This is an optimization exercise on Yosys and OpenROAD, whose aim is small area, a short achievable clock period and few clock cycles, not a production implementation. Where RTL was checked, it was by simulation tests only, not by an equivalence proof against the original. Only the layout flow was run in run 1; the RTL was not checked for function there. Power is estimated from default activity; no workload was simulated.

`flow/run.sh`:
```
#!/bin/bash
# synth_recipe.tcl (not shown) runs the flow's synth.tcl, then flattens the netlist and writes it again
# the make line also repeats each setting of config.mk as NAME=value (left out here)
make -C /OpenROAD-flow-scripts/flow DESIGN_CONFIG=/design/flow/config.mk WORK_HOME=/design/flow/orfs CLKGATE_MAP_FILE= SYNTH_SCRIPT=/design/flow/synth_recipe.tcl finish
```
`flow/config.mk`:
```
export PLATFORM = sky130hd
export DESIGN_NAME = frame_sync_fsm
export DESIGN_NICKNAME = frame_sync_fsm
export VERILOG_FILES = /design/flow/design.v
export SDC_FILE = /design/flow/constraint.sdc
export NUM_CORES = 8
export LEC_CHECK = 0
export CAP_MARGIN = 20
export CORE_MARGIN = 2
export CORE_UTILIZATION = 50
export SLEW_MARGIN = 20
```
`flow/constraint.sdc`:
```
create_clock -name core_clock -period 30.0 [get_ports {clk}]
set_input_delay 6.0000 -clock core_clock [delete_from_list [all_inputs] [get_ports {clk}]]
set_output_delay 6.0000 -clock core_clock [all_outputs]
set_load 0.01 [all_outputs]
```
`flow/design.v`:
```
module fs_crc (
    input  wire [31:0] c,
    input  wire [31:0] x,
    input  wire [31:0] y,
    output wire [31:0] c_next
);
    wire [31:0] t = c ^ {x[7:0], x[15:8], x[23:16], x[31:24]};
    wire [31:0] u = {y[7:0], y[15:8], y[23:16], y[31:24]};
    assign c_next[0] = ^(t & 32'h04d101df) ^ ^(u & 32'h74482112) ^ 1'b0;
    assign c_next[1] = ^(t & 32'h09a203be) ^ ^(u & 32'he8904225) ^ 1'b0;
    assign c_next[2] = ^(t & 32'h1344077d) ^ ^(u & 32'hd120844a) ^ 1'b1;
    assign c_next[3] = ^(t & 32'h26880efa) ^ ^(u & 32'ha2410895) ^ 1'b0;
    assign c_next[4] = ^(t & 32'h4d101df4) ^ ^(u & 32'h4482112a) ^ 1'b0;
    assign c_next[5] = ^(t & 32'h9a203be9) ^ ^(u & 32'h89042255) ^ 1'b0;
    assign c_next[6] = ^(t & 32'h3091760d) ^ ^(u & 32'h664065b8) ^ 1'b1;
    assign c_next[7] = ^(t & 32'h6122ec1a) ^ ^(u & 32'hcc80cb71) ^ 1'b0;
    assign c_next[8] = ^(t & 32'hc245d835) ^ ^(u & 32'h990196e3) ^ 1'b0;
    assign c_next[9] = ^(t & 32'h805ab1b5) ^ ^(u & 32'h464b0cd4) ^ 1'b1;
    assign c_next[10] = ^(t & 32'h046462b5) ^ ^(u & 32'hf8de38bb) ^ 1'b0;
    assign c_next[11] = ^(t & 32'h08c8c56a) ^ ^(u & 32'hf1bc7176) ^ 1'b0;
    assign c_next[12] = ^(t & 32'h11918ad4) ^ ^(u & 32'he378e2ec) ^ 1'b0;
    assign c_next[13] = ^(t & 32'h232315a9) ^ ^(u & 32'hc6f1c5d8) ^ 1'b1;
    assign c_next[14] = ^(t & 32'h46462b53) ^ ^(u & 32'h8de38bb0) ^ 1'b0;
    assign c_next[15] = ^(t & 32'h8c8c56a6) ^ ^(u & 32'h1bc71760) ^ 1'b0;
    assign c_next[16] = ^(t & 32'h1dc9ac92) ^ ^(u & 32'h43c60fd2) ^ 1'b0;
    assign c_next[17] = ^(t & 32'h3b935924) ^ ^(u & 32'h878c1fa5) ^ 1'b1;
    assign c_next[18] = ^(t & 32'h7726b249) ^ ^(u & 32'h0f183f4a) ^ 1'b0;
    assign c_next[19] = ^(t & 32'hee4d6493) ^ ^(u & 32'h1e307e95) ^ 1'b1;
    assign c_next[20] = ^(t & 32'hd84bc8f9) ^ ^(u & 32'h4828dc39) ^ 1'b1;
    assign c_next[21] = ^(t & 32'hb446902d) ^ ^(u & 32'he4199960) ^ 1'b1;
    assign c_next[22] = ^(t & 32'h6c5c2184) ^ ^(u & 32'hbc7b13d3) ^ 1'b1;
    assign c_next[23] = ^(t & 32'hd8b84309) ^ ^(u & 32'h78f627a7) ^ 1'b0;
    assign c_next[24] = ^(t & 32'hb5a187cc) ^ ^(u & 32'h85a46e5d) ^ 1'b1;
    assign c_next[25] = ^(t & 32'h6f920e46) ^ ^(u & 32'h7f00fda8) ^ 1'b0;
    assign c_next[26] = ^(t & 32'hdf241c8c) ^ ^(u & 32'hfe01fb50) ^ 1'b0;
    assign c_next[27] = ^(t & 32'hba9938c7) ^ ^(u & 32'h884bd7b2) ^ 1'b1;
    assign c_next[28] = ^(t & 32'h71e37051) ^ ^(u & 32'h64df8e77) ^ 1'b1;
    assign c_next[29] = ^(t & 32'he3c6e0a3) ^ ^(u & 32'hc9bf1cef) ^ 1'b0;
    assign c_next[30] = ^(t & 32'hc35cc098) ^ ^(u & 32'he73618cd) ^ 1'b0;
    assign c_next[31] = ^(t & 32'h826880ef) ^ ^(u & 32'hba241089) ^ 1'b1;
endmodule
module fs_stats (
    input  wire        clk,
    input  wire        rst,
    input  wire        inc,         
    input  wire [2:0]  code,        
    input  wire [3:0]  ch,
    input  wire        acc,         
    input  wire        fin,         
    input  wire [5:0]  fsel,
    output reg  [31:0] fword,
    input  wire [6:0]  rsel,
    input  wire        ral,
    output reg  [31:0] rword,
    output reg         rvalid,
    output wire        run_go,      
    output wire        run_last     
);
    localparam P = 45;
    localparam RUN_LEN = 123;
    reg [12:0] fc0;
    reg [12:0] fc1;
    reg [12:0] fc2;
    reg [12:0] fc3;
    reg [12:0] fc4;
    reg [12:0] fc5;
    reg [12:0] fc6;
    reg [14:0] fc7;
    reg [12:0] fc8;
    reg [12:0] fc9;
    reg [12:0] fc10;
    reg [12:0] fc11;
    reg [12:0] fc12;
    reg [12:0] fc13;
    reg [12:0] fc14;
    reg [12:0] fc15;
    reg [12:0] fc16;
    reg [12:0] fc17;
    reg [12:0] fc18;
    reg [12:0] fc19;
    reg [12:0] fc20;
    reg [12:0] fc21;
    reg [12:0] fc22;
    reg [12:0] fc23;
    reg [12:0] fc24;
    reg [12:0] fc25;
    reg [12:0] fc26;
    reg [12:0] fc27;
    reg [12:0] fc28;
    reg [12:0] fc29;
    reg [12:0] fc30;
    reg [12:0] fc31;
    reg [12:0] fc32;
    reg [12:0] fc33;
    reg [12:0] fc34;
    reg [12:0] fc35;
    reg [12:0] fc36;
    reg [12:0] fc37;
    reg [12:0] fc38;
    reg [12:0] fc39;
    reg [12:0] fc40;
    reg [12:0] fc41;
    reg [12:0] fc42;
    reg [12:0] fc43;
    reg [12:0] fc44;
    reg [63:0] bufs;
    reg [P*32-1:0] rlo, rhi;
    reg [5:0] ph;
    reg zero, zq, cq;
    wire chv = (ch < 4'd9);
    wire [3:0] kr = chv ? ch : 4'd9;    
    wire [3:0] kc = chv ? ch : 4'd8;    
    wire clr = rst | fin;
    always @(posedge clk) begin
        if (clr) begin
            fc0 <= 0;
            fc1 <= 0;
            fc2 <= 0;
            fc3 <= 0;
            fc4 <= 0;
            fc5 <= 0;
            fc6 <= 0;
            fc7 <= 0;
            fc8 <= 0;
            fc9 <= 0;
            fc10 <= 0;
            fc11 <= 0;
            fc12 <= 0;
            fc13 <= 0;
            fc14 <= 0;
            fc15 <= 0;
            fc16 <= 0;
            fc17 <= 0;
            fc18 <= 0;
            fc19 <= 0;
            fc20 <= 0;
            fc21 <= 0;
            fc22 <= 0;
            fc23 <= 0;
            fc24 <= 0;
            fc25 <= 0;
            fc26 <= 0;
            fc27 <= 0;
            fc28 <= 0;
            fc29 <= 0;
            fc30 <= 0;
            fc31 <= 0;
            fc32 <= 0;
            fc33 <= 0;
            fc34 <= 0;
            fc35 <= 0;
            fc36 <= 0;
            fc37 <= 0;
            fc38 <= 0;
            fc39 <= 0;
            fc40 <= 0;
            fc41 <= 0;
            fc42 <= 0;
            fc43 <= 0;
            fc44 <= 0;
        end else if (inc) begin
            if ((code == 3'd1)) fc0 <= fc0 + 1'b1;
            if ((code == 3'd2)) fc1 <= fc1 + 1'b1;
            if ((code == 3'd3)) fc2 <= fc2 + 1'b1;
            if ((code == 3'd4)) fc3 <= fc3 + 1'b1;
            if ((code == 3'd5)) fc4 <= fc4 + 1'b1;
            if ((code == 3'd6)) fc5 <= fc5 + 1'b1;
            if (((code == 3'd3 || code == 3'd6) && !chv)) fc6 <= fc6 + 1'b1;
            if (1'b1) fc7 <= fc7 + 1'b1;
            if ((code == 3'd2 && ch == 4'd0)) fc8 <= fc8 + 1'b1;
            if ((code == 3'd3 && kr == 4'd0)) fc9 <= fc9 + 1'b1;
            if ((code == 3'd4 && kc == 4'd0)) fc10 <= fc10 + 1'b1;
            if ((code == 3'd5 && kc == 4'd0)) fc11 <= fc11 + 1'b1;
            if ((code == 3'd2 && ch == 4'd1)) fc12 <= fc12 + 1'b1;
            if ((code == 3'd3 && kr == 4'd1)) fc13 <= fc13 + 1'b1;
            if ((code == 3'd4 && kc == 4'd1)) fc14 <= fc14 + 1'b1;
            if ((code == 3'd5 && kc == 4'd1)) fc15 <= fc15 + 1'b1;
            if ((code == 3'd2 && ch == 4'd2)) fc16 <= fc16 + 1'b1;
            if ((code == 3'd3 && kr == 4'd2)) fc17 <= fc17 + 1'b1;
            if ((code == 3'd4 && kc == 4'd2)) fc18 <= fc18 + 1'b1;
            if ((code == 3'd5 && kc == 4'd2)) fc19 <= fc19 + 1'b1;
            if ((code == 3'd2 && ch == 4'd3)) fc20 <= fc20 + 1'b1;
            if ((code == 3'd3 && kr == 4'd3)) fc21 <= fc21 + 1'b1;
            if ((code == 3'd4 && kc == 4'd3)) fc22 <= fc22 + 1'b1;
            if ((code == 3'd5 && kc == 4'd3)) fc23 <= fc23 + 1'b1;
            if ((code == 3'd2 && ch == 4'd4)) fc24 <= fc24 + 1'b1;
            if ((code == 3'd3 && kr == 4'd4)) fc25 <= fc25 + 1'b1;
            if ((code == 3'd4 && kc == 4'd4)) fc26 <= fc26 + 1'b1;
            if ((code == 3'd5 && kc == 4'd4)) fc27 <= fc27 + 1'b1;
            if ((code == 3'd2 && ch == 4'd5)) fc28 <= fc28 + 1'b1;
            if ((code == 3'd3 && kr == 4'd5)) fc29 <= fc29 + 1'b1;
            if ((code == 3'd4 && kc == 4'd5)) fc30 <= fc30 + 1'b1;
            if ((code == 3'd5 && kc == 4'd5)) fc31 <= fc31 + 1'b1;
            if ((code == 3'd2 && ch == 4'd6)) fc32 <= fc32 + 1'b1;
            if ((code == 3'd3 && kr == 4'd6)) fc33 <= fc33 + 1'b1;
            if ((code == 3'd4 && kc == 4'd6)) fc34 <= fc34 + 1'b1;
            if ((code == 3'd5 && kc == 4'd6)) fc35 <= fc35 + 1'b1;
            if ((code == 3'd2 && ch == 4'd7)) fc36 <= fc36 + 1'b1;
            if ((code == 3'd3 && kr == 4'd7)) fc37 <= fc37 + 1'b1;
            if ((code == 3'd4 && kc == 4'd7)) fc38 <= fc38 + 1'b1;
            if ((code == 3'd5 && kc == 4'd7)) fc39 <= fc39 + 1'b1;
            if ((code == 3'd2 && ch == 4'd8)) fc40 <= fc40 + 1'b1;
            if ((code == 3'd3 && kr == 4'd8)) fc41 <= fc41 + 1'b1;
            if ((code == 3'd4 && kc == 4'd8)) fc42 <= fc42 + 1'b1;
            if ((code == 3'd5 && kc == 4'd8)) fc43 <= fc43 + 1'b1;
            if ((code == 3'd3 && !chv) || (code == 3'd6)) fc44 <= fc44 + 1'b1;
        end
        if (rst) bufs <= 64'd0;
        else if (fin) bufs <= bufs + 64'd1;
    end
    always @(*) begin
        case (fsel)
            6'd0:  fword = {8'd3, 8'd0, 16'd56};
            6'd1:  fword = bufs[63:32];
            6'd2:  fword = bufs[31:0];
            6'd3:  fword = fc0;
            6'd4:  fword = fc1;
            6'd5:  fword = fc2;
            6'd6:  fword = fc3;
            6'd7:  fword = fc4;
            6'd8:  fword = fc5;
            6'd9:  fword = fc6;
            6'd10: fword = {31'd0, (fc1 == 13'd0) && (fc2 == 13'd0)};
            6'd11: fword = fc7;
            6'd12: fword = fc8;
            6'd13: fword = fc9;
            6'd14: fword = fc10;
            6'd15: fword = fc11;
            6'd16: fword = fc12;
            6'd17: fword = fc13;
            6'd18: fword = fc14;
            6'd19: fword = fc15;
            6'd20: fword = fc16;
            6'd21: fword = fc17;
            6'd22: fword = fc18;
            6'd23: fword = fc19;
            6'd24: fword = fc20;
            6'd25: fword = fc21;
            6'd26: fword = fc22;
            6'd27: fword = fc23;
            6'd28: fword = fc24;
            6'd29: fword = fc25;
            6'd30: fword = fc26;
            6'd31: fword = fc27;
            6'd32: fword = fc28;
            6'd33: fword = fc29;
            6'd34: fword = fc30;
            6'd35: fword = fc31;
            6'd36: fword = fc32;
            6'd37: fword = fc33;
            6'd38: fword = fc34;
            6'd39: fword = fc35;
            6'd40: fword = fc36;
            6'd41: fword = fc37;
            6'd42: fword = fc38;
            6'd43: fword = fc39;
            6'd44: fword = fc40;
            6'd45: fword = fc41;
            6'd46: fword = fc42;
            6'd47: fword = fc43;
            6'd49: fword = fc44;
            default: fword = 32'd0;
        endcase
    end
    reg [14:0] opnd, opnd_q;
    always @(*) begin
        case (ph)
            6'd0: opnd = fc22;
            6'd1: opnd = fc1;
            6'd2: opnd = fc23;
            6'd3: opnd = fc2;
            6'd4: opnd = fc24;
            6'd5: opnd = fc3;
            6'd6: opnd = fc25;
            6'd7: opnd = fc4;
            6'd8: opnd = fc26;
            6'd9: opnd = fc5;
            6'd10: opnd = fc27;
            6'd11: opnd = fc6;
            6'd12: opnd = fc28;
            6'd13: opnd = fc7;
            6'd14: opnd = fc29;
            6'd15: opnd = fc44;
            6'd16: opnd = fc8;
            6'd17: opnd = fc30;
            6'd18: opnd = fc9;
            6'd19: opnd = fc31;
            6'd20: opnd = fc10;
            6'd21: opnd = fc32;
            6'd22: opnd = fc11;
            6'd23: opnd = fc33;
            6'd24: opnd = fc12;
            6'd25: opnd = fc34;
            6'd26: opnd = fc13;
            6'd27: opnd = fc35;
            6'd28: opnd = fc14;
            6'd29: opnd = fc36;
            6'd30: opnd = fc15;
            6'd31: opnd = fc37;
            6'd32: opnd = fc16;
            6'd33: opnd = fc38;
            6'd34: opnd = fc17;
            6'd35: opnd = fc39;
            6'd36: opnd = fc18;
            6'd37: opnd = fc40;
            6'd38: opnd = fc19;
            6'd39: opnd = fc41;
            6'd40: opnd = fc20;
            6'd41: opnd = fc42;
            6'd42: opnd = fc21;
            6'd43: opnd = fc43;
            6'd44: opnd = fc0;
            default: opnd = 15'd0;
        endcase
    end
    always @(posedge clk) opnd_q <= acc ? opnd : 15'd0;
    wire [31:0] head_lo = zero ? 32'd0 : rlo[31:0];
    wire [32:0] lo_sum  = {1'b0, head_lo} + {18'd0, opnd_q};
    wire [31:0] hi_fix  = (zq ? 32'd0 : rhi[P*32-1 -: 32]) + {31'd0, cq};
    always @(posedge clk) begin
        rlo <= {lo_sum[31:0], rlo[P*32-1:32]};
        rhi <= {rhi[31:0], hi_fix, rhi[(P-1)*32-1:32]};
        cq  <= lo_sum[32];
        zq  <= zero;
        if (rst) begin
            ph   <= 6'd0;
            zero <= 1'b1;
        end else begin
            ph <= (ph == P-1) ? 6'd0 : ph + 6'd1;
            if (ph == P-1) zero <= 1'b0;
        end
    end
    assign run_go = (ph == 42);
    assign run_last = (rsel == 7'd122);
    always @(*) begin
        rvalid = 1'b1;
        case (rsel)
            7'd0: rword = {8'd4, 8'd0, 16'd108};
            7'd1: rword = bufs[63:32];
            7'd2: rword = bufs[31:0];
            7'd3: rword = rhi[31:0];    
            7'd4: rword = rlo[P*32-1 -: 32];    
            7'd5: rword = rhi[31:0];    
            7'd6: rword = rlo[P*32-1 -: 32];    
            7'd7: rword = rhi[31:0];    
            7'd8: rword = rlo[P*32-1 -: 32];    
            7'd9: rword = rhi[31:0];    
            7'd10: rword = rlo[P*32-1 -: 32];    
            7'd11: rword = rhi[31:0];    
            7'd12: rword = rlo[P*32-1 -: 32];    
            7'd13: rword = rhi[31:0];    
            7'd14: rword = rlo[P*32-1 -: 32];    
            7'd15: rword = rhi[31:0];    
            7'd16: rword = rlo[P*32-1 -: 32];    
            7'd17: rword = rhi[31:0];    
            7'd18: rword = rlo[P*32-1 -: 32];    
            7'd19: rword = {31'd0, ral};
            7'd20: rword = rhi[31:0];    
            7'd21: rword = rlo[P*32-1 -: 32];    
            7'd22: rword = rhi[31:0];    
            7'd23: rword = rlo[P*32-1 -: 32];    
            7'd24: rword = rhi[31:0];    
            7'd25: rword = rlo[P*32-1 -: 32];    
            7'd26: rword = rhi[31:0];    
            7'd27: rword = rlo[P*32-1 -: 32];    
            7'd28: rword = rhi[31:0];    
            7'd29: rword = rlo[P*32-1 -: 32];    
            7'd30: rword = rhi[31:0];    
            7'd31: rword = rlo[P*32-1 -: 32];    
            7'd32: rword = rhi[31:0];    
            7'd33: rword = rlo[P*32-1 -: 32];    
            7'd34: rword = rhi[31:0];    
            7'd35: rword = rlo[P*32-1 -: 32];    
            7'd36: rword = rhi[31:0];    
            7'd37: rword = rlo[P*32-1 -: 32];    
            7'd38: rword = rhi[31:0];    
            7'd39: rword = rlo[P*32-1 -: 32];    
            7'd40: rword = rhi[31:0];    
            7'd41: rword = rlo[P*32-1 -: 32];    
            7'd42: rword = rhi[31:0];    
            7'd43: rword = rlo[P*32-1 -: 32];    
            7'd44: rword = rhi[31:0];    
            7'd45: rword = rlo[P*32-1 -: 32];    
            7'd46: rword = rhi[31:0];    
            7'd47: rword = rlo[P*32-1 -: 32];    
            7'd49: rword = rhi[31:0];    
            7'd50: rword = rlo[P*32-1 -: 32];    
            7'd51: rword = rhi[31:0];    
            7'd52: rword = rlo[P*32-1 -: 32];    
            7'd53: rword = rhi[31:0];    
            7'd54: rword = rlo[P*32-1 -: 32];    
            7'd55: rword = rhi[31:0];    
            7'd56: rword = rlo[P*32-1 -: 32];    
            7'd57: rword = rhi[31:0];    
            7'd58: rword = rlo[P*32-1 -: 32];    
            7'd59: rword = rhi[31:0];    
            7'd60: rword = rlo[P*32-1 -: 32];    
            7'd61: rword = rhi[31:0];    
            7'd62: rword = rlo[P*32-1 -: 32];    
            7'd63: rword = rhi[31:0];    
            7'd64: rword = rlo[P*32-1 -: 32];    
            7'd66: rword = rhi[31:0];    
            7'd67: rword = rlo[P*32-1 -: 32];    
            7'd68: rword = rhi[31:0];    
            7'd69: rword = rlo[P*32-1 -: 32];    
            7'd70: rword = rhi[31:0];    
            7'd71: rword = rlo[P*32-1 -: 32];    
            7'd72: rword = rhi[31:0];    
            7'd73: rword = rlo[P*32-1 -: 32];    
            7'd74: rword = rhi[31:0];    
            7'd75: rword = rlo[P*32-1 -: 32];    
            7'd76: rword = rhi[31:0];    
            7'd77: rword = rlo[P*32-1 -: 32];    
            7'd78: rword = rhi[31:0];    
            7'd79: rword = rlo[P*32-1 -: 32];    
            7'd80: rword = rhi[31:0];    
            7'd81: rword = rlo[P*32-1 -: 32];    
            7'd82: rword = rhi[31:0];    
            7'd83: rword = rlo[P*32-1 -: 32];    
            7'd84: rword = rhi[31:0];    
            7'd85: rword = rlo[P*32-1 -: 32];    
            7'd86: rword = rhi[31:0];    
            7'd87: rword = rlo[P*32-1 -: 32];    
            7'd88: rword = rhi[31:0];    
            7'd89: rword = rlo[P*32-1 -: 32];    
            7'd90: rword = rhi[31:0];    
            7'd91: rword = rlo[P*32-1 -: 32];    
            7'd92: rword = rhi[31:0];    
            7'd93: rword = rlo[P*32-1 -: 32];    
            7'd94: rword = 32'd0;
            7'd95: rword = 32'd0;
            7'd109: rword = rhi[31:0];    
            7'd110: rword = rlo[P*32-1 -: 32];    
            7'd111: rword = 32'd0;
            7'd112: rword = 32'd0;
            7'd113: rword = 32'd0;
            7'd114: rword = 32'd0;
            7'd115: rword = 32'd0;
            7'd116: rword = 32'd0;
            7'd117: rword = 32'd0;
            7'd118: rword = 32'd0;
            7'd119: rword = 32'd0;
            7'd120: rword = 32'd0;
            7'd121: rword = 32'd0;
            7'd122: rword = 32'd0;
            default: begin rword = 32'd0; rvalid = 1'b0; end
        endcase
    end
endmodule
module frame_sync_fsm (
    input  wire        clk,
    input  wire        rst,
    input  wire        in_valid,
    output wire        in_ready,
    input  wire [1:0]  in_kind,
    input  wire [31:0] in_data,
    output wire        out_valid,
    output reg  [31:0] out_data
);
    localparam [31:0] CRC_K = 32'h7f8f8816;    
    localparam [28:0] SYNC_HI = 29'h0B4B4B4A;   
    localparam CQ_D = 8;                        
    reg rst_q;
    always @(posedge clk) rst_q <= rst;
    reg [33:0] iq0, iq1;
    reg        iwp, irp;
    reg [1:0]  iqn;
    reg        rdy, we0, we1;     
    assign in_ready = rdy;
    wire        i_acc = in_valid & rdy;
    wire [33:0] ih    = irp ? iq1 : iq0;
    wire        ihv   = (iqn != 2'd0);
    wire [1:0]  ihk   = ih[33:32];
    wire [31:0] ihd   = ih[31:0];
    wire        i_pop;
    wire [1:0]  iqn_p = iqn - {1'b0, i_pop};
    wire        rdy_n = (iqn_p == 2'd0) | ((iqn_p == 2'd1) & ~i_acc);
    always @(posedge clk) begin
        if (we0) iq0 <= {in_kind, in_data};
        if (we1) iq1 <= {in_kind, in_data};
        if (rst) begin
            iwp <= 1'b0; irp <= 1'b0; iqn <= 2'd0; rdy <= 1'b0; we0 <= 1'b0; we1 <= 1'b0;
        end else begin
            iwp <= iwp ^ i_acc;
            irp <= irp ^ i_pop;
            iqn <= iqn_p + {1'b0, i_acc};
            rdy <= rdy_n;
            we0 <= rdy_n & ~(iwp ^ i_acc);
            we1 <= rdy_n &  (iwp ^ i_acc);
        end
    end
    reg [31:0] win [0:7];       
    reg [31:0] crc;             
    reg [7:0]  sc;              
    reg [15:0] wcnt;            
    reg [3:0]  need;            
    reg        step_pend;
    reg        aligned;
    wire        sync   = sc[7];
    wire        flag   = win[0][31];
    wire [3:0]  ch     = win[0][27:24];
    wire        chv    = (ch < 4'd9);
    wire        crc_ok = (crc == win[7]);
    wire        dr     = (wcnt[2:0] == 3'd1);       
    wire o_aerr = aligned & ~sync & flag;
    wire o_aok  = aligned & ~sync & ~flag & crc_ok & chv;
    wire o_loss = aligned & ~sync & ~flag & ~(crc_ok & chv);
    wire adv1   = ~sync & (~aligned | o_loss);
    wire counts = sync | aligned | dr;               
    wire ev     = aligned & ~sync & (flag | ~chv);   
    wire cq_full;
    reg  snap_busy;
    wire step_fire = step_pend & ~(counts & cq_full) & ~(ev & snap_busy);
    wire [2:0] s_code = sync   ? 3'd1 :
                        o_aok  ? 3'd2 :
                        o_aerr ? 3'd3 :
                        o_loss ? 3'd6 :
                        flag   ? 3'd5 : 3'd4;
    wire h_word = ihv & (ihk == 2'd0);
    wire h_eob  = ihv & (ihk == 2'd1);
    wire h_read = ihv & (ihk == 2'd2);
    wire h_rsv  = ihv & (ihk == 2'd3);
    wire shift  = h_word & (~step_pend | step_fire);
    wire mark   = (h_eob | h_read) & ~step_pend & ~cq_full;
    assign i_pop = shift | mark | h_rsv;
    wire [31:0] crc_next;
    fs_crc u_crc (
        .c(crc),
        .x((wcnt != 16'd0) ? win[7] : 32'd0),
        .y((wcnt[15:3] != 13'd0) ? win[0] : 32'd0),
        .c_next(crc_next)
    );
    wire [3:0] need_eff = step_fire ? (adv1 ? 4'd1 : 4'd8) : need;
    wire       w_match  = (ihd[31:3] == SYNC_HI);
    integer j;
    always @(posedge clk) begin
        if (shift) begin
            for (j = 0; j < 7; j = j + 1) win[j] <= win[j + 1];
            win[7] <= ihd;
            sc[0] <= w_match & (ihd[2:0] == 3'd0);
            for (j = 1; j < 8; j = j + 1)
                sc[j] <= sc[j - 1] & w_match & (ihd[2:0] == j);
        end
        if (rst_q) crc <= CRC_K;
        else if (shift) crc <= crc_next;
        else if (mark & h_eob) crc <= CRC_K;
        if (rst) begin
            wcnt      <= 16'd0;
            need      <= 4'd8;
            step_pend <= 1'b0;
            aligned   <= 1'b0;
        end else begin
            if (shift) begin
                wcnt <= wcnt + 16'd1;
                if (need_eff == 4'd1) begin
                    step_pend <= 1'b1;
                    need      <= 4'd8;
                end else begin
                    step_pend <= 1'b0;
                    need      <= need_eff - 4'd1;
                end
            end else if (step_fire) begin
                step_pend <= 1'b0;
                need      <= need_eff;
            end
            if (mark & h_eob) begin
                wcnt <= 16'd0;
                need <= 4'd8;
            end
            if (step_fire) begin
                if (sync)   aligned <= 1'b1;
                if (o_loss) aligned <= 1'b0;
            end
        end
    end
    reg [31:0] sn [0:7];        
    reg [31:0] sn_crc;
    reg [15:0] sn_p;
    reg        sn_ok;
    wire snap_load = step_fire & ev;
    always @(posedge clk) begin
        if (snap_load) begin
            for (j = 0; j < 8; j = j + 1) sn[j] <= win[j];
            sn_crc <= crc;
            sn_p   <= wcnt - 16'd8;
            sn_ok  <= crc_ok;
        end
    end
    wire [255:0] SF = {sn[0], sn[1], sn[2], sn[3], sn[4], sn[5], 32'd0, sn[7]};
    wire [32:0]  delta = {1'b0, sn_crc} - {1'b0, SF[31:0]};
    wire [31:0]  bad_word = {8'd2, SF[251:248], SF[255], SF[255] ? 1'b0 : sn_ok, 2'b00, sn_p};
    reg  [31:0]  err_word;
    reg  [3:0]   ei;
    always @(*) begin
        case (ei)
            4'd0:  err_word = {8'd1, 8'd0, 16'd13};
            4'd1:  err_word = {28'd0, SF[251:248]};
            4'd2:  err_word = {21'd0, SF[220:210]};
            4'd3:  err_word = {20'd0, SF[128:117]};
            4'd4:  err_word = SF[116:85];
            4'd5:  err_word = {32{delta[32]}};
            4'd6:  err_word = delta[31:0];
            4'd7:  err_word = {5'd0, SF[247:221]};
            4'd8:  err_word = {5'd0, SF[209:183]};
            4'd9:  err_word = {5'd0, SF[182:156]};
            4'd10: err_word = {5'd0, SF[155:129]};
            4'd11: err_word = SF[31:0];
            default: err_word = sn_crc;
        endcase
    end
    reg [6:0] cq [0:CQ_D-1];
    reg [2:0] cwp, crp;
    reg [3:0] cqn;
    assign cq_full = (cqn == CQ_D);
    wire       c_push = (step_fire & counts) | mark;
    wire [6:0] c_in   = mark ? {3'd7, 2'b00, h_read, aligned} : {s_code, ch};
    wire [6:0] chd    = cq[crp];
    wire       chv_q  = (cqn != 4'd0);
    wire       c_pop;
    always @(posedge clk) begin
        if (c_push) cq[cwp] <= c_in;
        if (rst) begin
            cwp <= 3'd0; crp <= 3'd0; cqn <= 4'd0;
        end else begin
            cwp <= cwp + {2'd0, c_push};
            crp <= crp + {2'd0, c_pop};
            cqn <= cqn + {3'd0, c_push} - {3'd0, c_pop};
        end
    end
    localparam [1:0] Q_IDLE = 2'd0, Q_ERR = 2'd1, Q_FILE = 2'd2, Q_RUN = 2'd3;
    reg  [1:0] qs;
    reg  [6:0] qi;
    reg        ral;
    reg        ov;
    assign out_valid = ov;
    wire [2:0] hcode = chd[6:4];
    wire [3:0] hch   = chd[3:0];
    wire h_cnt   = chv_q & (qs == Q_IDLE) & (hcode != 3'd7);
    wire h_mark  = chv_q & (qs == Q_IDLE) & (hcode == 3'd7);
    wire h_bad   = ((hcode == 3'd3) | (hcode == 3'd6)) & ~(hch < 4'd9);
    wire h_err   = (hcode == 3'd3);
    wire run_go, run_last;
    wire go_file = h_mark & ~hch[1];
    wire go_run  = h_mark & hch[1] & run_go;
    assign c_pop = h_cnt | go_file | go_run;
    wire        f_acc = go_file | ((qs == Q_FILE) & (qi <= 7'd44));
    wire        f_fin = (qs == Q_FILE) & (qi == 7'd55);
    wire [31:0] fword, rword;
    wire        rvalid;
    fs_stats u_stats (
        .clk(clk), .rst(rst_q),
        .inc(h_cnt), .code(hcode), .ch(hch),
        .acc(f_acc), .fin(f_fin),
        .fsel(qi[5:0]), .fword(fword),
        .rsel(qi), .ral(ral), .rword(rword), .rvalid(rvalid),
        .run_go(run_go), .run_last(run_last)
    );
    always @(*) begin
        ei = qi[3:0];
        if (qs == Q_IDLE) ei = 4'd0;
    end
    always @(posedge clk) begin
        if (rst) begin
            qs <= Q_IDLE; qi <= 7'd0; ov <= 1'b0; snap_busy <= 1'b0;
        end else begin
            if (snap_load) snap_busy <= 1'b1;
            ov <= 1'b0;
            case (qs)
                Q_IDLE: begin
                    if (h_cnt) begin
                        if (h_bad) begin
                            ov <= 1'b1; out_data <= bad_word;
                            if (h_err) begin qs <= Q_ERR; qi <= 7'd0; end
                            else snap_busy <= 1'b0;
                        end else if (h_err) begin
                            ov <= 1'b1; out_data <= err_word;    
                            qs <= Q_ERR; qi <= 7'd1;
                        end
                    end else if (go_file) begin
                        ov <= 1'b1; out_data <= {8'd3, 8'd0, 16'd56};
                        qs <= Q_FILE; qi <= 7'd1;
                    end else if (go_run) begin
                        ov <= 1'b1; out_data <= {8'd4, 8'd0, 16'd108};
                        qs <= Q_RUN; qi <= 7'd1; ral <= hch[0];
                    end
                end
                Q_ERR: begin
                    ov <= 1'b1; out_data <= err_word;
                    qi <= qi + 7'd1;
                    if (qi == 7'd12) begin qs <= Q_IDLE; snap_busy <= 1'b0; end
                end
                Q_FILE: begin
                    ov <= 1'b1; out_data <= fword;
                    qi <= qi + 7'd1;
                    if (qi == 7'd55) qs <= Q_IDLE;
                end
                default: begin
                    ov <= rvalid; out_data <= rword;
                    qi <= qi + 7'd1;
                    if (run_last) qs <= Q_IDLE;
                end
            endcase
        end
    end
endmodule
```
==> impl_results.md, run 1 <==
* Combinational power share at 17.3%
* CP delay by family, top: buffers and inverters
* Mapped Cells at 10,250
* Buffers added on ports at 70
* H-tree depth at 5
* Seq pwr share at between 40% and 50%
* Startpoint types: register
* All-Layer GR Usage at between 30% and 40%
* DR vias at about 85,000
* Slowest stage delay, CP at 0.58 ns
* Minimum clock period after layout at 7.963 ns
* Vias per cell at roughly 6
* Area leader, netlist: dfxtp_1
* Maximum vdd drop at 0.1211 mV
* Worst Setup End Kind: output pin
* Slowest CP cell: clkdlybuf4s50_1
* Post-CTS Hold Fix Bufs at 0
* GRT overflow at 0
* Routed Antenna Nets at 0
* Residual DRC count at 0
* GP Congestion at 1.091
* Tot Pwr at 14,030 µW
* Routed WL at 514.9 mm
* Switching share of total power at between 20% and 30%
* Sum Neg Setup Slack at 0 ns
* Clk slew on worst S/H paths at 0.07 ns
* Max_cap viols at 0
* Flops & latches, synth at 4,308
* Post-CTS setup buffers at 0
* Post-synthesis sequential area ratio at 70.91%
* First-pass detailed-route iteration total at 9
* Clock power frac at 38.2%
* Slew Limit Fails at 0
* Worst rel slew slack at 12.15%
* Status: finished clean
* CTS tree: yes
* Post-synth top cells: 3,638 x dfxtp_1, 992 x nor2_1, 670 x edfxtp_1
* Most frequent cell after synthesis: dfxtp_1
* CTS sink cnt at roughly 4,300
* Largest net degree at the start of global routing at 176
* Hold WC Path Type: reg -> reg
* Largest fanout on the critical path at 1
* Die Span X at 516.0 µm
* Clk_skew at 0.1052 ns
* Ports at a little over 70
* Leading post-synthesis cells by cell area: dfxtp_1 56%, edfxtp_1 15%, xnor2_1 4.1%, xor2_1 3.9%, nor2_1 2.8%
* Final hold violation count at 0
* Post-DP HPWL at roughly 350 mm
* Avg Inst Size Synth at roughly 13 µm²
* TritonCTS buffer count at 392
* F_max at ~130 MHz
* Critical path class: reg -> out
* Initial antenna violation count at 49
* Worst-Margin Slew at 1.318 ns
* Post-cts resize count at 0
* First-pass GRT wire length at 691.3 mm
* Internal at 10,040 µW
* Crit-path cells: clkdlybuf4s50_1
* Pwr Density at 92.68 nW/µm²
* Synth Flop Type: dfxtp_1
* Clock latency (worst-skew pair) at 1.03 ns
* Row count at 187
* Pleak at 0.05511 µW
* # nets final at 10,740
* Initial core utilization at 50.38%
* Post-synth cell types at 87
* Root Buffer: clkbuf_16
* NetSw at 3984 µW
* Layout cell share with drive strength beyond 1 at between 10% and 20%
* Unrepaired setup endpoints after global routing: false
* Clk buf depth at 4
* DIE AREA at between 200,000 and 300,000 µm²
* DR iter-0 viols at 10,990
* CP required at approximately 24 ns
* YS warnings at 4
* EDFF count, synth at between 600 and 700
* Die height at 516.0 µm
* Synth top area share at 55.56%
* P&R area growth vs syn at 15.47%
* Wire length per cell at 35.66 µm
* Ys async rst share at 0%
* Vias in the first global route at about 84,000
* CORE AREA at approximately 260,000 µm²
* Bufs and invs on worst path at 1
* Tcrit/Tclk final at 26.54%
* Crit path DAT at 1.96 ns
* Post-Synthesis Cell Area at 131,100 µm²
* Mapped Nets at between 10,000 and 15,000
* Final setup viols at 0
## stage by stage
step | hold WS, ns | setup WS (ns) | std cells | utilization, % | area, µm²
global placement | 0.3096 | 22.23 | 13670 | 52.78 | 137300
floorplan | 0.3096 | 10.56 | 10250 | - | 131100
finish | 0.2512 | 22.04 | 14440 | 58.17 | 151400
detailed placement | 0.3121 | 22.22 | 13670 | 52.79 | 137300
CTS | 0.2359 | 22.00 | 14390 | 58.12 | 151200
global route | 0.2527 | 22.01 | 14420 | 58.16 | 151300
## placed cells by master (no fill, tap or decap), types with 69 or more instances in the layout
| master | instances |
|---|---|
| clkbuf_8 | 80 |
| dfxtp_1 | 3636 |
| edfxtp_1 | 670 |
| a221oi_1 | 178 |
| ha_1 | 129 |
| nor2_1 | 900 |
| buf_4 | 259 |
| clkdlybuf4s50_1 | 70 |
| or3_1 | 138 |
| nand4_1 | 290 |
| nor2_4 | 88 |
| a22oi_1 | 368 |
| inv_1 | 125 |
| clkbuf_16 | 402 |
| a22o_1 | 167 |
| nand3_1 | 237 |
| clkbuf_1 | 69 |
| o21ai_0 | 203 |
| nor3_1 | 76 |
| xnor2_1 | 609 |
| nand2_1 | 474 |
| xor2_1 | 581 |
| and3_1 | 109 |
| a21oi_1 | 226 |
## final timing paths
check	to	startpoint	cells after the start	slack, ns
worst max register to register	out_data[11]	qi[3]	11	23.95
worst min-delay path	u_stats.rlo[216]	u_stats.rlo[248]	0	0.25
worst min register to register	u_stats.rlo[216]	u_stats.rlo[248]	0	0.25
worst max-delay path	out_data[21]	out_data[21]	1	22.04
## layout make-up
cell class / instances / area [µm²]
multi-input cells: 5407 / 36890
diodes: 48 / 120.1
well taps: 3496 / 4374
clock buffers: 551 / 11420
repair buffers: 330 / 2665
inverters: 127 / 484.2
fillers: 19930 / 108800
flip-flops and latches: 4308 / 92950
clock inverters: 174 / 2459
## power groups by stage
stage / logic, µW / clock network, µW / registers, µW
2_1_floorplan: 1660 / 0 / 6290
3_3_place_gp: 2370 / 0 / 6350
3_5_place_dp: 2380 / 0 / 6350
4_1_cts: 2400 / 5430 / 6230
5_1_grt: 2550 / 5620 / 6240
6_report: 2430 / 5360 / 6240
## flip-flops by register name, summed over array words and instances (netlist names), 15 cells and up
| signal | count |
|---|---|
| wcnt | 16 |
| out_data | 32 |
| crc | 32 |
| sn_p | 16 |
| win | 256 |
| iq1 | 34 |
| sn_crc | 32 |
| u_stats.bufs | 64 |
| u_stats.fc7 | 15 |
| iq0 | 34 |
| u_stats.rlo | 1440 |
| cq | 56 |
| u_stats.rhi | 1440 |
| u_stats.opnd_q | 15 |
| sn | 200 |
## routing by layer
metal,GRT usage [%],share of wire (%),wire length (µm),vias to the layer above
li1,-,-,-,36390
met1,45.95,38,193700,42500
met2,59.22,45,231100,4762
met3,7.998,8.3,42860,1491
met4,29.31,9.1,47070,28
met5,0,0.039,200,-
## logic make-up after synthesis
logic type / Yosys count / synth area share, %
AND/OR/NAND/NOR: 2571 / 9.287
AO/OA/AOI/OAI: 1378 / 7.565
adder cells (fa/ha/maj): 132 / 1.277
buffers and inverters: 538 / 1.568
multiplexers: 101 / 0.9364
XOR/XNOR: 1225 / 8.454
flip-flops: 4308 / 70.91
==> run 2, diff against run 1 <==
--- a/flow/design.v
+++ b/flow/design.v
@@ -510,7 +510,8 @@
     wire ev     = aligned & ~sync & (flag | ~chv);   
     wire cq_full;
     reg  snap_busy;
-    wire step_fire = step_pend & ~(counts & cq_full) & ~(ev & snap_busy);
+    wire snap_done;             
+    wire step_fire = step_pend & ~(counts & cq_full) & ~(ev & snap_busy & ~snap_done);
     wire [2:0] s_code = sync   ? 3'd1 :
                         o_aok  ? 3'd2 :
                         o_aerr ? 3'd3 :
@@ -635,12 +636,14 @@
     assign out_valid = ov;
     wire [2:0] hcode = chd[6:4];
     wire [3:0] hch   = chd[3:0];
-    wire h_cnt   = chv_q & (qs == Q_IDLE) & (hcode != 3'd7);
-    wire h_mark  = chv_q & (qs == Q_IDLE) & (hcode == 3'd7);
     wire h_bad   = ((hcode == 3'd3) | (hcode == 3'd6)) & ~(hch < 4'd9);
     wire h_err   = (hcode == 3'd3);
+    wire h_ev    = h_bad | h_err;
+    wire h_cnt   = chv_q & (hcode != 3'd7) & ((qs == Q_IDLE) | (~h_ev & (qs != Q_FILE)));
+    wire h_mark  = chv_q & (qs == Q_IDLE) & (hcode == 3'd7);
     wire run_go, run_last;
     wire go_file = h_mark & ~hch[1];
+    assign snap_done = ((qs == Q_ERR) & (qi[3:0] == 4'd12)) | (h_cnt & h_bad & ~h_err);
     wire go_run  = h_mark & hch[1] & run_go;
     assign c_pop = h_cnt | go_file | go_run;
     wire        f_acc = go_file | ((qs == Q_FILE) & (qi <= 7'd44));
@@ -663,16 +666,14 @@
         if (rst) begin
             qs <= Q_IDLE; qi <= 7'd0; ov <= 1'b0; snap_busy <= 1'b0;
         end else begin
-            if (snap_load) snap_busy <= 1'b1;
             ov <= 1'b0;
             case (qs)
                 Q_IDLE: begin
-                    if (h_cnt) begin
+                    if (h_cnt & h_ev) begin
                         if (h_bad) begin
                             ov <= 1'b1; out_data <= bad_word;
                             if (h_err) begin qs <= Q_ERR; qi <= 7'd0; end
-                            else snap_busy <= 1'b0;
-                        end else if (h_err) begin
+                        end else begin
                             ov <= 1'b1; out_data <= err_word;    
                             qs <= Q_ERR; qi <= 7'd1;
                         end
@@ -687,7 +688,7 @@
                 Q_ERR: begin
                     ov <= 1'b1; out_data <= err_word;
                     qi <= qi + 7'd1;
-                    if (qi == 7'd12) begin qs <= Q_IDLE; snap_busy <= 1'b0; end
+                    if (qi == 7'd12) qs <= Q_IDLE;
                 end
                 Q_FILE: begin
                     ov <= 1'b1; out_data <= fword;
@@ -700,6 +701,8 @@
                     if (run_last) qs <= Q_IDLE;
                 end
             endcase
+            if (snap_load) snap_busy <= 1'b1;
+            else if (snap_done) snap_busy <= 1'b0;
         end
     end
 endmodule
--- a/flow/config.mk
+++ b/flow/config.mk
@@ -7,5 +7,7 @@
 export LEC_CHECK = 0
 export CAP_MARGIN = 20
 export CORE_MARGIN = 2
-export CORE_UTILIZATION = 50
+export CORE_UTILIZATION = 55
+export CTS_CLUSTER_DIAMETER = 100
+export CTS_CLUSTER_SIZE = 30
 export SLEW_MARGIN = 20
==> run 2 against run 1 <==
Register-to-register slack got worse by 0.86 ns; sequential share of layout area rose by 3.8 points; wire length fell by 4.5%; sequential power barely moved; largest power group unchanged; largest cell class unchanged; core utilization rose by 1.8 points; die area fell by 8.7%; still clean on timing, DRC and antenna; clock skew fell by 0.0076 ns; design area fell by 5.8%; via count rose by 0.61%; flip-flop and latch count did not move.
==> impl_results.md, run 2 <==
* Buffers added on ports at 70 (unchanged)
* Largest fanout on the critical path at 1 (unchanged)
* Leading post-synthesis cells by cell area: dfxtp_1 55%, edfxtp_1 15%, xor2_1 4.0%, xnor2_1 3.7%, a22oi_1 2.6% (was dfxtp_1 56%, edfxtp_1 15%, xnor2_1 4.1%, xor2_1 3.9%, nor2_1 2.8%)
* Avg Inst Size Synth at 12.63 µm² (was 12.78 µm²)
* Wire length per cell at 35.70 µm (was 35.66 µm)
* Worst-Margin Slew at 1.399 ns (was 1.318 ns)
* Area leader, netlist: dfxtp_1 (unchanged)
* Die height at 492.9 µm (was 516.0 µm)
* Post-synthesis sequential area ratio at 70.70% (was 70.91%)
* P&R area growth vs syn at 8.475% (was 15.47%)
* All-Layer GR Usage at 39.71% (was 37.93%)
* Design area at 142,600 µm² (was 151,400 µm²)
* Maximum vdd drop at 0.09063 mV (was 0.1211 mV)
* H-tree depth at 4 (was 5)
* DR vias at 85,690 (was 85,170)
* CORE AREA at 237,900 µm² (was 260,200 µm²)
* Sum Neg Setup Slack at 0 ns (unchanged)
* EDFF count, synth at 670 (unchanged)
* Hold slack at 0.3006 ns (was 0.2512 ns)
* Mapped Nets at 10,580 (was 10,420)
* Slowest stage delay, CP at 0.57 ns (was 0.58 ns)
* Clk slew on worst S/H paths at 0.11 ns (was 0.07 ns)
* Final hold violation count at 0 (unchanged)
* Initial antenna violation count at 68 (was 49)
* Startpoint types: register (unchanged)
* Crit path DAT at 1.87 ns (was 1.96 ns)
* Switching share of total power at 29.57% (was 28.40%)
* CP delay by family, top: buffers and inverters (unchanged)
* Internal at 8223 µW (was 10,040 µW)
* Residual DRC count at 0 (unchanged)
* Ys async rst share at 0% (unchanged)
* Mapped Cells at 10,410 (was 10,250)
* Post-DP HPWL at 344.7 mm (was 351.9 mm)
* Tcrit/Tclk final at 26.24% (was 26.54%)
* NetSw at 3453 µW (was 3984 µW)
* Combinational power share at 20.8% (was 17.3%)
* Post-synth top cells: 3,638 x dfxtp_1, 898 x nor2_1, 670 x edfxtp_1 (was 3,638 x dfxtp_1, 992 x nor2_1, 670 x edfxtp_1)
* CP required at 24.00 ns (about the same)
* Clock power frac at 25.5% (was 38.2%)
* Most frequent cell after synthesis: dfxtp_1 (unchanged)
* Clock latency (worst-skew pair) at 0.93 ns (was 1.03 ns)
* First-pass detailed-route iteration total at 8 (was 9)
* Initial core utilization at 55.28% (was 50.38%)
* Unrepaired setup endpoints after global routing: false (unchanged)
* Bufs and invs on worst path at 1 (unchanged)
* Most common cell after layout, fill and taps aside: dfxtp_1 (unchanged)
* Row count at 179 (was 187)
* Status: finished clean (unchanged)
* DIE AREA at 243,000 µm² (was 266,300 µm²)
* Pleak at 0.05115 µW (was 0.05511 µW)
* Largest net degree at the start of global routing at 235 (was 176)
* Vias per cell at 6.221 (was 5.898)
* Fill cell count at 17,900 (was 19,930)
* Worst rel slew slack at 6.727% (was 12.15%)
* Routed Antenna Nets at 0 (unchanged)
* Die Span X at 492.9 µm (was 516.0 µm)
* TritonCTS buffer count at 175 (was 392)
* Worst Setup End Kind: output pin (unchanged)
* Root Buffer: clkbuf_16 (unchanged)
* Largest regs: u_stats.rhi: 1440 flops, u_stats.rlo: 1440 flops, win: 256 flops (unchanged)
* Post-cts resize count at 0 (unchanged)
* Synth top area share at 55.39% (was 55.56%)
* Post-CTS Hold Fix Bufs at 0 (unchanged)
* Layout cell share with drive strength beyond 1 at 6.307% (was 10.42%)
* Synth Flop Type: dfxtp_1 (unchanged)
* Critical path class: reg -> out (unchanged)
* CTS tree: yes (unchanged)
* Minimum clock period after layout at 7.871 ns (was 7.963 ns)
* Final setup viols at 0 (unchanged)
* GP Congestion at 1.094 (was 1.091)
* GRT overflow at 0 (unchanged)
* Flops & latches, synth at 4,308 (unchanged)
* Crit-path cells: clkdlybuf4s50_1 (unchanged)
* Clk_skew at 0.09754 ns (was 0.1052 ns)
* Post-CTS setup buffers at 0 (unchanged)
* Clk buf depth at 3 (was 4)
* Post-Synthesis Cell Area at 131,500 µm² (was 131,100 µm²)
* Final Core Density at 59.96% (was 58.17%)
* DR iter-0 viols at 12,630 (was 10,990)
* YS warnings at 4 (unchanged)
* Vias in the first global route at 81,890 (was 83,900)
* Post-DP Area at 137,000 µm² (was 137,300 µm²)
* First-pass GRT wire length at 665.1 mm (was 691.3 mm)
* Ports at 71 (unchanged)
* CTS sink cnt at 4,308 (unchanged)
* Routed WL at 491.7 mm (was 514.9 mm)
* Max_cap viols at 0 (unchanged)
* Post-synth cell types at 93 (was 87)
* F_max at 127.1 MHz (was 125.6 MHz)
* Slew Limit Fails at 0 (unchanged)
* Hold WC Path Type: reg -> reg (unchanged)
* Seq pwr share at 53.6% (was 44.5%)
* Slowest CP cell: clkdlybuf4s50_1 (unchanged)
* Pwr Density at 81.87 nW/µm² (was 92.68 nW/µm²)
* Most frequent cells in the layout: 3,637 x dfxtp_1, 813 x nor2_1, 670 x edfxtp_1, 595 x xor2_1, 580 x nand2_1 (was 3,636 x dfxtp_1, 900 x nor2_1, 670 x edfxtp_1, 609 x xnor2_1, 581 x xor2_1)
* # nets final at 10,650 (was 10,740)
run 2: power groups by stage:
| stage | logic, µW | registers (µW) | clock network (µW) |
|---|---|---|---|
| 3_3_place_gp | 2370 | 6380 | 0 |
| 6_report | 2430 | 6260 | 2980 |
| 4_1_cts | 2400 | 6250 | 3010 |
| 2_1_floorplan | 1700 | 6310 | 0 |
| 5_1_grt | 2560 | 6270 | 3200 |
| 3_5_place_dp | 2380 | 6380 | 0 |
run 2: per-stage QoR:
stage	std cells	total power [µW]	setup slack, ns
after global placement	13470	8748	21.84
after floorplan	10410	8009	16.49
after detailed placement	13470	8763	21.82
after global routing	13750	12030	22.08
final	13770	11680	22.13
after CTS	13720	11660	22.10
run 2: kinds of logic after synthesis:
| group | count (synthesis) | synth area share [%] |
|---|---|---|
| adder cells (fa/ha/maj) | 133 | 1.281 |
| flip-flops | 4308 | 70.70 |
| AO/OA/AOI/OAI | 1489 | 7.887 |
| buffers and inverters | 558 | 1.625 |
| AND/OR/NAND/NOR | 2642 | 9.588 |
| multiplexers | 113 | 1.043 |
| XOR/XNOR | 1169 | 7.881 |
run 2: per-layer routing:
metal | up-vias | wire length [µm] | track usage (%)
met4 | 56 | 52510 | 32.80
met3 | 1897 | 47740 | 10.71
li1 | 36190 | - | -
met2 | 5377 | 213000 | 60.01
met1 | 42170 | 177800 | 47.56
met5 | - | 658 | 0.6067
run 2: layout make-up:
class	instances	area, µm²	area share (%)
antenna	48	120.1	0.08422
clock buffer	205	4512	3.164
clock inverter	48	963.4	0.6755
inverter	151	574.3	0.4027
multi-input combinational	5546	37070	25.99
sequential	4308	92950	65.17
tap	3167	3963	2.778
timing repair buffer	301	2465	1.728
run 2: worst register-to-register path: stages (launching register included):
cell	delay (ns)
dfxtp_1	0.92
inv_2	0.31
nand2_1	0.59
nor2_2	0.09
buf_4	0.27
a22oi_1	0.97
nand4_1	1.22
or4_1	0.83
or3_1	0.62
a22oi_1	0.24
o221ai_1	0.46
run 2: final timing paths:
| kind | startpoint | end | slack (ns) | depth (start not counted) |
|---|---|---|---|---|
| worst max register to register | qi[2] | out_data[11] | 23.09 | 10 |
| worst max-delay path | out_data[11] | out_data[11] | 22.13 | 1 |
| worst min-delay path | u_stats.rhi[1272] | u_stats.rhi[1240] | 0.30 | 0 |
| worst min register to register | u_stats.rhi[1272] | u_stats.rhi[1240] | 0.30 | 0 |
Testbench counts of run 2, summed over its fixed seeds: cycles 58,981.
==> run 3, diff against run 2 <==
--- a/flow/config.mk
+++ b/flow/config.mk
@@ -8,6 +8,6 @@
 export CAP_MARGIN = 20
 export CORE_MARGIN = 2
 export CORE_UTILIZATION = 55
-export CTS_CLUSTER_DIAMETER = 100
-export CTS_CLUSTER_SIZE = 30
+export CTS_BUF_LIST = sky130_fd_sc_hd__clkbuf_8
+export CTS_CLUSTER_SIZE = 20
 export SLEW_MARGIN = 20
==> run 3 against run 2 <==
Sequential power barely moved; clock power rose by about 60%; hold slack got worse by 0.055 ns; flip-flop and latch count did not move; via count rose by 4.3%; sequential share of layout area fell by 3.3 points; non-clock buffer count rose by 2; worst setup slack got worse by 0.23 ns; maximum frequency fell by 2.9%; clock skew rose by 0.024 ns; critical path type unchanged.
==> impl_results.md, run 3 <==
* Crit path DAT at 2.10 ns (was 1.87 ns)
* Status: finished clean (unchanged)
* Most frequent cells in the layout: 3,637 x dfxtp_1, 813 x nor2_1, 782 x clkbuf_8, 670 x edfxtp_1, 595 x xor2_1 (was 3,637 x dfxtp_1, 813 x nor2_1, 670 x edfxtp_1, 595 x xor2_1, 580 x nand2_1)
* Startpoint types: register (unchanged)
* Pwr Density at 89.80 nW/µm² (was 81.87 nW/µm²)
* Slowest stage delay, CP at 0.59 ns (was 0.57 ns)
* Layout cell share with drive strength beyond 1 at 11.80% (was 6.307%)
* EDFF count, synth at 670 (unchanged)
* CP delay by family, top: buffers and inverters (unchanged)
* Initial core utilization at 55.28% (unchanged)
* Routed WL at 503.8 mm (was 491.7 mm)
* Most common cell after layout, fill and taps aside: dfxtp_1 (unchanged)
* Storage element area at 92,950 µm² (unchanged)
* Area of the multi-input gates at 37,080 µm² (was 37,070 µm²)
* Minimum clock period after layout at 8.102 ns (was 7.871 ns)
* Buffers added on ports at 70 (unchanged)
* Pleak at 0.05598 µW (was 0.05115 µW)
* Ys async rst share at 0% (unchanged)
* Post-synth top cells: 3,638 x dfxtp_1, 898 x nor2_1, 670 x edfxtp_1 (unchanged)
* Unrepaired setup endpoints after global routing: false (unchanged)
* Leading post-synthesis cells by cell area: dfxtp_1 55%, edfxtp_1 15%, xor2_1 4.0%, xnor2_1 3.7%, a22oi_1 2.6% (unchanged)
* Crit-path cells: clkdlybuf4s50_1 (unchanged)
* Mapped Cells at 10,410 (unchanged)
* Post-Synthesis Cell Area at 131,500 µm² (unchanged)
* Post-cts resize count at 0 (unchanged)
* Largest fanout on the critical path at 1 (unchanged)
* Root Buffer: clkbuf_8 (was clkbuf_16)
* Vias in the first global route at 86,770 (was 81,890)
* Routed Antenna Nets at 0 (unchanged)
* Avg Inst Size Synth at 12.63 µm² (unchanged)
* Slew Limit Fails at 0 (unchanged)
* Post-CTS Hold Fix Bufs at 0 (unchanged)
* TritonCTS buffer count at 636 (was 175)
* Final hold violation count at 0 (unchanged)
* Worst rel slew slack at 8.295% (was 6.727%)
* H-tree depth at 6 (was 4)
* Row count at 179 (unchanged)
* Largest net degree at the start of global routing at 235 (unchanged)
* Clk_skew at 0.1218 ns (was 0.09754 ns)
* Vias per cell at 6.089 (was 6.221)
* CTS tree: yes (unchanged)
* Clk buf depth at 4 (was 3)
* Residual DRC count at 0 (unchanged)
* Worst Setup End Kind: output pin (unchanged)
* F_max at 123.4 MHz (was 127.1 MHz)
* DIE AREA at 243,000 µm² (unchanged)
* Hold WC Path Type: reg -> reg (unchanged)
* Sum Neg Setup Slack at 0 ns (unchanged)
* Final setup viols at 0 (unchanged)
* Post-CTS setup buffers at 0 (unchanged)
* Area leader, netlist: dfxtp_1 (unchanged)
* Bufs and invs on worst path at 1 (unchanged)
* Design area at 150,100 µm² (was 142,600 µm²)
* Slowest CP cell: clkdlybuf4s50_1 (unchanged)
* Worst-Margin Slew at 1.376 ns (was 1.399 ns)
* Wire length per cell at 34.33 µm (was 35.70 µm)
* Clk slew on worst S/H paths at 0.06 ns (was 0.11 ns)
* Die Span X at 492.9 µm (unchanged)
* Ports at 71 (unchanged)
* Largest regs: u_stats.rhi: 1440 flops, u_stats.rlo: 1440 flops, win: 256 flops (unchanged)
* First-pass GRT wire length at 684.8 mm (was 665.1 mm)
* P&R area growth vs syn at 14.19% (was 8.475%)
* Synth Flop Type: dfxtp_1 (unchanged)
* CTS sink cnt at 4,308 (unchanged)
* Fill cell count at 16,930 (was 17,900)
* Mapped Nets at 10,580 (unchanged)
* Die height at 492.9 µm (unchanged)
* GP Congestion at 1.094 (unchanged)
* CP required at 24.00 ns (about the same)
* Synth top area share at 55.39% (unchanged)
* # nets final at 11,120 (was 10,650)
* Max_cap viols at 0 (unchanged)
* Clock latency (worst-skew pair) at 1.18 ns (was 0.93 ns)
* Post-synthesis sequential area ratio at 70.70% (unchanged)
* DR vias at 89,350 (was 85,690)
* Post-synth cell types at 93 (unchanged)
* GRT overflow at 0 (unchanged)
* Final Core Density at 63.12% (was 59.96%)
* Most frequent cell after synthesis: dfxtp_1 (unchanged)
* First-pass detailed-route iteration total at 8 (unchanged)
* DR iter-0 viols at 12,540 (was 12,630)
* YS warnings at 4 (unchanged)
* Tot Pwr at 13,480 µW (was 11,680 µW)
* All-Layer GR Usage at 40.78% (was 39.71%)
* Post-DP Area at 137,000 µm² (unchanged)
* Flops & latches, synth at 4,308 (unchanged)
* Tcrit/Tclk final at 27.01% (was 26.24%)
* Critical path class: reg -> out (unchanged)
* CORE AREA at 237,900 µm² (unchanged)
* Post-DP HPWL at 344.7 mm (unchanged)
* Maximum vdd drop at 0.07760 mV (was 0.09063 mV)
* Initial antenna violation count at 78 (was 68)
==> run 3: changes by cell type in the layout (fill, tap and decap cells not counted), sizes merged <==
cell / previous run / this run
buf: 230 / 232
bufinv: 0 / 15
clkbuf: 206 / 783
clkinv: 28 / 93
clkinvlp: 0 / 8
diode: 48 / 76
inv: 171 / 376
==> run 3: path summary, 6_finish.rpt <==
| path | startpoint | endpoint | slack (ns) | depth (start not counted) |
|---|---|---|---|---|
| setup / recovery | out_data[16] | out_data[16] | 21.90 | 1 |
| hold / removal | u_stats.rlo[379] | u_stats.rlo[347] | 0.25 | 0 |
| setup reg to reg | crp[0] | win[5][18] | 23.52 | 9 |
| hold reg to reg | u_stats.rlo[379] | u_stats.rlo[347] | 0.25 | 0 |
==> run 3: cell type report <==
type / count / share of cell area [%]
multi-input combinational: 5546 / 24.70
clock buffer: 782 / 7.169
antenna: 76 / 0.1267
timing repair buffer: 303 / 1.685
inverter: 151 / 0.3825
tap: 3167 / 2.639
sequential: 4308 / 61.91
clock inverter: 341 / 1.390
==> run 3: power by group <==
group | switching [µW] | internal (µW) | total, µW
Sequential | 182 | 6090 | 6270
Combinational | 1440 | 1000 | 2440
Clock | 2270 | 2500 | 4780
==> run 3: per-layer routing <==
layer / wire (µm) / GRT usage [%]
met5: 262 / 0.3914
met4: 51830 / 33.87
met3: 52430 / 13.08
met2: 220000 / 61.28
met1: 179300 / 47.69
==> run 3: cells by family after synthesis <==
logic type | Yosys count | synth area share, %
simple gates | 2642 | 9.588
flops | 4308 | 70.70
compound gates | 1489 | 7.887
mux | 113 | 1.043
buf+inv | 558 | 1.625
fa+ha+maj | 133 | 1.281
xor+xnor | 1169 | 7.881
==> run 3: through the flow <==
step | setup WS, ns | hold slack (ns) | cells
2_1_floorplan | 16.49 | 0.3096 | 10410
3_3_place_gp | 21.84 | 0.3096 | 13470
3_5_place_dp | 21.82 | 0.3121 | 13470
4_1_cts | 21.84 | 0.2289 | 14590
5_1_grt | 21.82 | 0.2397 | 14620
6_report | 21.90 | 0.2452 | 14670

re-timing with driven ports:
In the flow no input, the clock included, has a driving cell. The finished layouts below were timed again as built, in two steps. Step 1: set_driving_cell puts a clkbuf_16 on clk and a buf_2 on each other input, an assumption about the parent block. Step 2, shift: input delay + t, output delay - t, t = (earliest + latest rising clock arrival at the registers) / 2. This alone moves slack from input paths to output paths. Three values: no drivers, after step 1, after step 2; two values: the first two.
| run | shift t [ns] | setup WS [ns] | worst setup path at the end |
|---|---|---|---|
| run 1 | 1.071 | 22.037 / 21.950 / 22.114 | input to register |
| run 2 | 0.994 | 22.129 / 22.028 / 21.764 | input to register |
| run 3 | 1.236 | 21.898 / 21.788 / 21.769 | input to register |
After both steps every run listed still meets setup and hold. For run 2, which loses most, drivers alone change the setup slack by -0.101 ns; drivers and shift together by -0.365 ns.
